From an optimization exercise on the open Yosys and OpenROAD flow, aimed at small area; shortcuts taken in it are not production practice.
Function was checked by simulation only, so behaviour that the tests miss may differ from the original.

==> inputs of wip/xenon <==
==> flow/design.v <==
module drc_rx_engine #(
    parameter P_RXMAX = 32                     
) (
    input  wire        clk,
    input  wire        rst,                    
    input  wire        rx_valid,               
    input  wire [7:0]  rx_data,
    output reg         frm_done,               
    output reg  [1:0]  frm_status,             
    output wire [7:0]  cap_flags,
    output wire [7:0]  cap_tid,
    output wire [7:0]  cap_sid,
    output wire [7:0]  cap_did,
    output wire [7:0]  cap_cid,
    output wire [7:0]  cap_seq,
    output wire [7:0]  cap_err,
    output reg  [4:0]  cap_plen,
    input  wire [4:0]  pl_addr,
    output wire [7:0]  pl_data,
    output reg  [31:0] cnt_ok,
    output reg  [31:0] cnt_cksum,
    output reg  [31:0] cnt_short,
    output reg  [31:0] cnt_ovf,
    output reg  [31:0] cnt_skip
);
    localparam [7:0] SOP   = 8'h8D;
    localparam [7:0] EOP   = 8'hD8;
    localparam [7:0] ESC   = 8'hAB;
    localparam [7:0] XMASK = 8'h88;
    localparam NSLOT = P_RXMAX - 1;            
    localparam [1:0] S_HUNT = 2'd0;
    localparam [1:0] S_BODY = 2'd1;
    localparam [1:0] S_ESC  = 2'd2;
    localparam [1:0] ST_OK    = 2'd0;
    localparam [1:0] ST_CKSUM = 2'd1;
    localparam [1:0] ST_SHORT = 2'd2;
    localparam [1:0] ST_OVF   = 2'd3;
    reg [1:0] state;
    reg [5:0] len;                             
    reg [7:0] sum;                             
    reg [7:0] rx_buf [0:NSLOT-1];
    reg [7:0] cap_buf [0:NSLOT-1];
    wire       in_hunt   = (state == S_HUNT);
    wire       in_body   = (state == S_BODY);
    wire       in_esc    = (state == S_ESC);
    wire       got_sop   = rx_valid && in_hunt && (rx_data == SOP);
    wire       got_skip  = rx_valid && in_hunt && (rx_data != SOP);
    wire       got_eop   = rx_valid && in_body && (rx_data == EOP);
    wire       got_esc   = rx_valid && in_body && (rx_data == ESC);
    wire       do_append = rx_valid && (in_esc || (in_body && rx_data != EOP && rx_data != ESC));
    wire [7:0] app_val   = in_esc ? (rx_data ^ XMASK) : rx_data;
    wire       overflow  = do_append && (len == P_RXMAX);
    wire       append    = do_append && !overflow;
    wire [7:0] f     = rx_buf[0];
    wire [4:0] k     = len[4:0];
    wire [1:0] n45   = {1'b0, f[4]} + {1'b0, f[5]};
    wire [1:0] nopt  = n45 + {1'b0, f[0]};
    wire [3:0] hlen  = 4'd4 + {2'b00, nopt};
    reg  [4:0] waddr;
    reg        wen;
    always @* begin
        wen   = 1'b1;
        waddr = k - {3'b000, nopt};                         
        if (k == 5'd0)
            waddr = 5'd0;                                   
        else if (f[4] && k == 5'd1)
            waddr = 5'd30;                                  
        else if (f[5] && k == 5'd1 + {4'b0000, f[4]})
            waddr = 5'd30 - {4'b0000, f[4]};                
        else if (k == 5'd1 + {3'b000, n45})
            waddr = 5'd1;                                   
        else if (k == 5'd2 + {3'b000, n45})
            waddr = 5'd2;                                   
        else if (k == 5'd3 + {3'b000, n45})
            waddr = 5'd3;                                   
        else if (f[0] && k == 5'd4 + {3'b000, n45})
            waddr = 5'd30 - {3'b000, n45};                  
        else if (k == 5'd31)
            wen = 1'b0;                                     
    end
    wire       empty   = (len == 6'd0);
    wire       cks_ok  = (sum == 8'hFF);
    wire [5:0] blen    = len - 6'd1;
    wire       short   = (blen < {2'b00, hlen});
    wire [1:0] verdict = empty   ? ST_SHORT :
                         !cks_ok ? ST_CKSUM :
                         short   ? ST_SHORT : ST_OK;
    wire       frame_ok = got_eop && (verdict == ST_OK);
    wire [5:0] h_plen  = blen - {2'b00, hlen};
    always @(posedge clk) begin
        if (rst) begin
            state    <= S_HUNT;
            frm_done <= 1'b0;
        end else begin
            frm_done <= got_eop || overflow;
            if (got_sop || got_esc)
                state <= S_ESC ^ {got_sop, got_sop};        
            if (do_append)
                state <= overflow ? S_HUNT : S_BODY;
            if (got_eop)
                state <= S_HUNT;
        end
    end
    always @(posedge clk)
        frm_status <= overflow ? ST_OVF : verdict;
    always @(posedge clk) begin
        if (got_sop) begin
            len <= 6'd0;
            sum <= 8'd0;
        end else if (append) begin
            len <= len + 6'd1;
            sum <= sum + app_val;
        end
    end
    always @(posedge clk) begin
        if (rst) begin
            cnt_ok    <= 32'd0;
            cnt_cksum <= 32'd0;
            cnt_short <= 32'd0;
            cnt_ovf   <= 32'd0;
            cnt_skip  <= 32'd0;
        end else begin
            cnt_skip  <= cnt_skip  + {31'd0, got_skip};
            cnt_ovf   <= cnt_ovf   + {31'd0, overflow};
            cnt_ok    <= cnt_ok    + {31'd0, got_eop && verdict == ST_OK};
            cnt_cksum <= cnt_cksum + {31'd0, got_eop && verdict == ST_CKSUM};
            cnt_short <= cnt_short + {31'd0, got_eop && verdict == ST_SHORT};
        end
    end
    always @(posedge clk) begin
        if (append && wen)
            rx_buf[waddr] <= app_val;
    end
    integer j;
    always @(posedge clk) begin
        if (rst) begin
            for (j = 0; j < 4; j = j + 1)
                cap_buf[j] <= 8'd0;
            cap_plen <= 5'd0;
        end else if (frame_ok) begin
            for (j = 0; j < NSLOT; j = j + 1)
                cap_buf[j] <= rx_buf[j];
            cap_plen <= h_plen[4:0];
        end
    end
    wire [7:0] cf = cap_buf[0];
    assign cap_flags = cf;
    assign cap_did   = cap_buf[1];
    assign cap_cid   = cap_buf[2];
    assign cap_seq   = cap_buf[3];
    assign cap_tid   = cf[4] ? cap_buf[30] : 8'd0;
    assign cap_sid   = cf[5] ? (cf[4] ? cap_buf[29] : cap_buf[30]) : 8'd0;
    assign cap_err   = !cf[0] ? 8'd0 :
                       (cf[4] & cf[5]) ? cap_buf[28] :
                       (cf[4] | cf[5]) ? cap_buf[29] : cap_buf[30];
    wire [4:0] pidx = pl_addr + 5'd4;
    assign pl_data = (pl_addr < cap_plen) ? cap_buf[pidx] : 8'd0;
endmodule
==> flow/run.sh <==
#!/bin/bash
# synth_recipe.tcl (not shown) runs the flow's synth.tcl, then flattens the netlist and writes it again
# the make line also repeats each setting of config.mk as NAME=value (left out here)
make -C /OpenROAD-flow-scripts/flow DESIGN_CONFIG=/design/flow/config.mk WORK_HOME=/design/flow/orfs CLKGATE_MAP_FILE= SYNTH_SCRIPT=/design/flow/synth_recipe.tcl finish
==> flow/config.mk <==
export PLATFORM = sky130hd
export DESIGN_NAME = drc_rx_engine
export DESIGN_NICKNAME = drc_rx_engine
export VERILOG_FILES = /design/flow/design.v
export SDC_FILE = /design/flow/constraint.sdc
export NUM_CORES = 4
export LEC_CHECK = 0
export CAP_MARGIN = 20
export CORE_MARGIN = 2
export CORE_UTILIZATION = 40
export SLEW_MARGIN = 20
==> flow/constraint.sdc <==
create_clock -name core_clock -period 50.0 [get_ports {clk}]
set_input_delay 10.0000 -clock core_clock [delete_from_list [all_inputs] [get_ports {clk}]]
set_output_delay 10.0000 -clock core_clock [all_outputs]
set_load 0.01 [all_outputs]
==> wip/quartz (differences from wip/xenon) <==
--- a/flow/design.v
+++ b/flow/design.v
@@ -82,4 +82,4 @@
     wire       cks_ok  = (sum == 8'hFF);
-    wire [5:0] blen    = len - 6'd1;
-    wire       short   = (blen < {2'b00, hlen});
+    wire [6:0] rem     = {1'b0, len} - 7'd1 - {3'b000, hlen};
+    wire       short   = rem[6];
     wire [1:0] verdict = empty   ? ST_SHORT :
@@ -88,3 +88,3 @@
     wire       frame_ok = got_eop && (verdict == ST_OK);
-    wire [5:0] h_plen  = blen - {2'b00, hlen};
+    wire [5:0] h_plen  = rem[5:0];
     always @(posedge clk) begin
@@ -114,16 +114,19 @@
     end
+    function [31:0] count(input [31:0] q, input inc, input clr);
+        integer b;
+        reg t;
+        begin
+            t = inc;
+            for (b = 0; b < 32; b = b + 1) begin
+                count[b] = (q[b] ^ t) & ~clr;
+                t = t & q[b];
+            end
+        end
+    endfunction
     always @(posedge clk) begin
-        if (rst) begin
-            cnt_ok    <= 32'd0;
-            cnt_cksum <= 32'd0;
-            cnt_short <= 32'd0;
-            cnt_ovf   <= 32'd0;
-            cnt_skip  <= 32'd0;
-        end else begin
-            cnt_skip  <= cnt_skip  + {31'd0, got_skip};
-            cnt_ovf   <= cnt_ovf   + {31'd0, overflow};
-            cnt_ok    <= cnt_ok    + {31'd0, got_eop && verdict == ST_OK};
-            cnt_cksum <= cnt_cksum + {31'd0, got_eop && verdict == ST_CKSUM};
-            cnt_short <= cnt_short + {31'd0, got_eop && verdict == ST_SHORT};
-        end
+        cnt_skip  <= count(cnt_skip,  got_skip,                         rst);
+        cnt_ovf   <= count(cnt_ovf,   overflow,                         rst);
+        cnt_ok    <= count(cnt_ok,    got_eop && verdict == ST_OK,      rst);
+        cnt_cksum <= count(cnt_cksum, got_eop && verdict == ST_CKSUM,   rst);
+        cnt_short <= count(cnt_short, got_eop && verdict == ST_SHORT,   rst);
     end
@@ -155,4 +158,11 @@
                        (cf[4] | cf[5]) ? cap_buf[29] : cap_buf[30];
-    wire [4:0] pidx = pl_addr + 5'd4;
-    assign pl_data = (pl_addr < cap_plen) ? cap_buf[pidx] : 8'd0;
+    reg [7:0] pl_sel;
+    integer p;
+    always @* begin
+        pl_sel = 8'd0;
+        for (p = 0; p < NSLOT - 4; p = p + 1)
+            if (pl_addr == p)
+                pl_sel = pl_sel | cap_buf[p + 4];
+    end
+    assign pl_data = (pl_addr < cap_plen) ? pl_sel : 8'd0;
 endmodule
==> flow/flow/run.sh (new file) <==
#!/bin/bash
# The standard ORFS layout, with three changes aimed at cell area:
#  - synthesis maps the logic with an area-oriented ABC script (flow/abc_area.script)
#    and leaves adders to ABC too (no ADDER_MAP_FILE); everything else in synthesis is
#    synth_recipe.tcl unchanged, so the registers are the same
#  - port buffers are sky130_fd_sc_hd__buf_1 instead of the default delay buffer
#  - CTS uses clkbuf_8 with sink clusters of up to 20 and no dummy loads
set -euo pipefail
here=$(pwd)
cat > "$here/area_synth.tcl" <<EOT
proc abc {args} {
  set i [lsearch \$args -script]
  lset args [expr {\$i + 1}] $here/flow/abc_area.script
  yosys abc {*}\$args
}
source $here/synth_recipe.tcl
EOT
bash standard.sh \
  "SYNTH_SCRIPT=$here/area_synth.tcl" \
  "ADDER_MAP_FILE=" \
  "BUFFER_PORTS_ARGS=-buffer_cell sky130_fd_sc_hd__buf_1" \
  "CTS_ARGS=-sink_clustering_enable -repair_clock_nets -dont_use_dummy_load -buf_list sky130_fd_sc_hd__clkbuf_8 -sink_clustering_size 20 -sink_clustering_max_diameter 45" \
  finish > flow_make.log 2>&1
==> flow/flow/abc_area.script (new file) <==
&get -n
&st
&dc2
&dch -f
&nf -R 1000
&st
&dch -f
&nf -R 1000
&put
topo
==> flow/standard.sh (new file) <==
#!/bin/bash
# synth_recipe.tcl (not shown) runs the flow's synth.tcl, then flattens the netlist and writes it again
# the make line also repeats each setting of config.mk as NAME=value (left out here)
make -C /OpenROAD-flow-scripts/flow DESIGN_CONFIG=/design/flow/config.mk WORK_HOME=/design/flow/orfs CLKGATE_MAP_FILE= SYNTH_SCRIPT=/design/flow/synth_recipe.tcl "${@:-finish}"
--- a/flow/config.mk
+++ b/flow/config.mk
@@ -9,3 +9,4 @@
 export CORE_MARGIN = 2
-export CORE_UTILIZATION = 40
+export CORE_UTILIZATION = 65
+export PLACE_DENSITY = 0.75
 export SLEW_MARGIN = 20
removed: flow/run.sh
==> comparison <==
Between wip/xenon and wip/quartz, the lower via count is in wip/quartz (gap 19%, measured against wip/quartz).
In wip/quartz the synthesized cell count is smaller than in wip/xenon, by about 20%.
Of wip/quartz and wip/xenon, wip/quartz has the higher global-route usage (gap 7.8 points).
Of wip/xenon and wip/quartz, wip/xenon has the higher cell area (gap 25%, measured against wip/quartz).
Of wip/xenon and wip/quartz, wip/quartz has the higher clock skew (gap 0.083 ns).

afterwards: timing with drivers on the ports:
Ports are ideal in the flow. The routed layouts listed here were re-timed in OpenROAD. Step 1 (the two cells are an assumption about what drives the block):
set clk [get_ports {clk}]
set_driving_cell -lib_cell sky130_fd_sc_hd__clkbuf_16 $clk
set_driving_cell -lib_cell sky130_fd_sc_hd__buf_2 [delete_from_list [all_inputs] $clk]
Step 2 also shifts input and output timing later by t, the mid clock arrival at the registers, as if the neighbouring blocks saw the same clock. Slacks: ideal ports / drivers / drivers and shift; pairs: ideal ports / drivers.
| run | shift t [ns] | setup slack, ns | hold slack, ns | cell pins on the clock port's net |
|---|---|---|---|---|
| wip/xenon | 0.688 | 26.091 / 26.061 / 26.061 | 0.400 / 0.400 / 0.400 | 1 |
| wip/quartz | 0.675 | 27.602 / 27.563 / 27.563 | 0.378 / 0.378 / 0.378 | 1 |
After both steps every run listed still meets setup and hold. The setup slack of wip/quartz, which loses most, moves by -0.039 ns with the drivers and by -0.039 ns with both steps.
